Source: an optimization exercise on an open RTL-to-GDS flow (aim: a short achievable clock period). Production flows keep margins and buffers that such runs may drop. The RTL was checked by simulation tests, not by an equivalence proof against the original design. No activity file was given, so power comes from the tool's default toggle rates.

==> 10-08 <==
==> flow/design.v (excerpt) <==
module ck16v (
    input  wire              clk,
    input  wire              rst,
    input  wire              tick,
    input  wire [31:0]       enc_pos,
    input  wire              dec_req,
    input  wire              frame_present,
    input  wire [95:0]       fb,
    output wire              dec_ack,
    output wire              result_valid,
    output wire [7:0]        result_code,
    input  wire              cal_req,
    output wire              cal_ack,
    output wire              speed_set_stb,
    output wire [7:0]        speed_set_id,
    output wire [7:0]        speed_set_pct,
    output wire [7:0]        speed_set_dir,
    output wire              angle_set_stb,
    output wire [15:0]       angle_set_angle,
    output wire [7:0]        angle_set_dir,
    output wire              horn_stb,
    output wire [16:0]       horn_ms,
    output wire              light_stb,
    output wire [1:0]        light_ch,
    output wire              light_on,
    input  wire [31:0]       enc_payload,
    input  wire [7:0]        enc_id,
    output wire [95:0]       enc_frame,
    output wire [15:0]       enc_ck,
    output wire              busy,
    output wire              calibrated,
    output wire [1:0]        ctl_state,
    output wire [2:0]        ctl_status,
    output wire [6:0]        act_duty,
    output wire              act_dir
);
==> flow/config.mk <==
export PLATFORM = sky130hd
export DESIGN_NAME = ck16v
export DESIGN_NICKNAME = ck16v
export VERILOG_FILES = /design/flow/design.v
export SDC_FILE = /design/flow/constraint.sdc
export NUM_CORES = 4
export LEC_CHECK = 0
export CAP_MARGIN = 30
export CORE_MARGIN = 2
export CORE_UTILIZATION = 40
export GPL_TIMING_DRIVEN = 1
export SLEW_MARGIN = 20
export SYNTH_HIERARCHICAL = 1
==> flow/constraint.sdc <==
create_clock -name core_clock -period 65.0 [get_ports {clk}]
set_input_delay 13.0000 -clock core_clock [delete_from_list [all_inputs] [get_ports {clk}]]
set_output_delay 13.0000 -clock core_clock [all_outputs]
set_load 0.01 [all_outputs]
standard.sh (not shown) runs the stock make flow with config.mk's settings and CLKGATE_MAP_FILE= SYNTH_SCRIPT=/design/flow/synth_recipe.tcl, a recipe that flattens the netlist after the stock synthesis.
==> flow/flow/run.sh <==
#!/bin/bash
# The standard layout (standard.sh: ORFS synthesis, floorplan, power grid,
# placement, CTS and routing) with these changes:
#  * synthesis (hierarchical, as config.mk asks; flattened afterwards exactly as
#    synth_recipe.tcl does) maps full/half adders to the library's adder cells in
#    the top module only. The small combinational modules ck16v_dec* and
#    ck16v_enc* (checksum test and checksum) are left to ABC as plain gates, so
#    ABC maps their carry-save trees together with the logic that follows.
#    The synthesis script is synth_recipe.tcl with ORFS's synth.tcl replaced by a
#    copy whose extract_fa call selects the top module; registers are untouched.
#  * the setup repairs of the floorplan, CTS and global-route steps keep a margin
#    above the constrained slack, so they size and buffer the input-to-output
#    paths instead of stopping at the first met slack;
#  * cells may be resized across footprints (e.g. a port's delay buffer to a
#    strong buffer).
# Constraints (constraint.sdc) are untouched. Each tool's log stays under
# orfs/logs; make's own output goes to standard.log.
set -euo pipefail
W=$PWD
grep -q 'extract_fa {\*}\[dont_use_extract_fa_args\]$' "$FLOW_HOME/scripts/synth.tcl"
sed 's#^\(  *extract_fa {\*}\[dont_use_extract_fa_args\]\)$#\1 $::env(DESIGN_NAME)#' \
    "$FLOW_HOME/scripts/synth.tcl" > "$W/synth_topfa.tcl"
grep -q 'extract_fa {\*}\[dont_use_extract_fa_args\] \$::env(DESIGN_NAME)' "$W/synth_topfa.tcl"
grep -q 'source \$::env(SCRIPTS_DIR)/synth.tcl' synth_recipe.tcl
sed "s#source \$::env(SCRIPTS_DIR)/synth.tcl#source $W/synth_topfa.tcl#" synth_recipe.tcl > "$W/synth_recipe_topfa.tcl"
bash standard.sh SYNTH_SCRIPT="$W/synth_recipe_topfa.tcl" SETUP_SLACK_MARGIN=38 MATCH_CELL_FOOTPRINT=0 finish > standard.log 2>&1
==> 03-03 (differences from 10-08) <==
--- a/flow/design.v
+++ b/flow/design.v
@@ -72,17 +72,29 @@
         .result_code(), .speed_set_stb(), .speed_set_id(), .speed_set_pct(),
         .speed_set_dir(), .angle_set_stb(angle_go), .angle_set_angle(),
         .angle_set_dir(), .horn_stb(), .horn_ms(), .light_stb(), .light_ch(),
         .light_on()
     );
-    ck16v_dec u_dec (
+    ck16v_dec u_dec_rc (
         .dec_ack(dec_ack), .frame_present(frame_present), .fb(fb),
-        .result_code(result_code),
-        .speed_set_stb(speed_set_stb), .speed_set_id(speed_set_id),
+        .result_code(result_code), .speed_set_stb(), .speed_set_id(),
+        .speed_set_pct(), .speed_set_dir(), .angle_set_stb(),
+        .angle_set_angle(), .angle_set_dir(), .horn_stb(), .horn_ms(),
+        .light_stb(), .light_ch(), .light_on()
+    );
+    ck16v_dec u_dec_ma (
+        .dec_ack(dec_ack), .frame_present(frame_present), .fb(fb),
+        .result_code(), .speed_set_stb(speed_set_stb), .speed_set_id(speed_set_id),
         .speed_set_pct(speed_set_pct), .speed_set_dir(speed_set_dir),
         .angle_set_stb(angle_set_stb), .angle_set_angle(angle_set_angle),
-        .angle_set_dir(angle_set_dir),
+        .angle_set_dir(angle_set_dir), .horn_stb(), .horn_ms(),
+        .light_stb(), .light_ch(), .light_on()
+    );
+    ck16v_dec u_dec_hl (
+        .dec_ack(dec_ack), .frame_present(frame_present), .fb(fb),
+        .result_code(), .speed_set_stb(), .speed_set_id(), .speed_set_pct(),
+        .speed_set_dir(), .angle_set_stb(), .angle_set_angle(), .angle_set_dir(),
         .horn_stb(horn_stb), .horn_ms(horn_ms),
         .light_stb(light_stb), .light_ch(light_ch), .light_on(light_on)
     );
     wire [29:0] qx = mag[31:2];
     wire [59:0] qprod = ({30'd0, qx} << 29) - ({30'd0, qx} << 27) - ({30'd0, qx} << 24)
@@ -8633,13 +8645,22 @@
 module ck16v_encsum (
     input  wire [31:0] enc_payload,
     input  wire [7:0]  enc_id,
     output wire [10:0] enc_sum
 );
-    assign enc_sum = {3'd0, enc_payload[7:0]} + {3'd0, enc_payload[15:8]}
-                   + {3'd0, enc_payload[23:16]} + {3'd0, enc_payload[31:24]}
-                   + {3'd0, enc_id} + 11'd1;
+    wire [10:0] e0 = {3'd0, enc_payload[7:0]},   e1 = {3'd0, enc_payload[15:8]},
+                e2 = {3'd0, enc_payload[23:16]}, e3 = {3'd0, enc_payload[31:24]},
+                e4 = {3'd0, enc_id};
+    wire [10:0] s1 = e0 ^ e1 ^ e2;
+    wire [10:0] c1 = {(e0[9:0] & e1[9:0]) | (e0[9:0] & e2[9:0]) | (e1[9:0] & e2[9:0]), 1'b1};
+    wire [10:0] s2 = e3 ^ e4;
+    wire [10:0] c2 = {e3[9:0] & e4[9:0], 1'b0};
+    wire [10:0] s3 = s1 ^ c1 ^ s2;
+    wire [10:0] c3 = {(s1[9:0] & c1[9:0]) | (s1[9:0] & s2[9:0]) | (c1[9:0] & s2[9:0]), 1'b0};
+    wire [10:0] ex = s3 ^ c3 ^ c2;
+    wire [10:0] ey = {(s3[9:0] & c3[9:0]) | (s3[9:0] & c2[9:0]) | (c3[9:0] & c2[9:0]), 1'b0};
+    assign enc_sum = ex + ey;
 endmodule
 module ck16v_dec (
     input  wire        dec_ack,
     input  wire        frame_present,
     input  wire [95:0] fb,
==> notes.md <==
Comb power 0.471 mW; final WL ~230 mm; fin cells 9600; Syn Area/Cell 7.65 um^2; Crit. path cell count 15; Power Density 11.6 nW/um^2; synthesized cell area about 57000 um^2; outcome complete, no violations; met1 WL 93.8 mm; antenna violations before repair 6; first-pass GRT wire length between 300 and 400 mm
-- figures above: 03-03

==> notes.md <==
Comb power 0.336 mW; antenna violations before repair 7; Crit. path cell count 17; outcome complete, no violations; Syn Area/Cell 7.53 um^2; final WL 211 mm
-- figures above: 10-08

-- port drivers added, routing unchanged --
No port has a modelled driver above. Below, the same layouts with a new extraction and two added sets of constraints. Step 1: set_driving_cell puts a clkbuf_16 on clk and a buf_2 on each other input, an assumption about the parent block. Step 2 moves the port delays by t, midway between the first and last clock arrival at a register: inputs arrive t later, outputs are due t later. That takes back most of the time a late clock gives input paths. a / b / c = ideal / step 1 / step 2; a / b = the first two.
| run | t (ns) | setup WS [ns] | worst setup path after step 2 |
|---|---|---|---|
| 10-08 | 0.611 | 35.850 / 35.790 / 35.790 | input to output |
| 03-03 | 0.607 | 35.917 / 35.868 / 35.868 | input to output |
After both steps every run listed still meets setup and hold. For 10-08, which loses most, drivers alone change the setup slack by -0.060 ns; drivers and shift together by -0.060 ns.
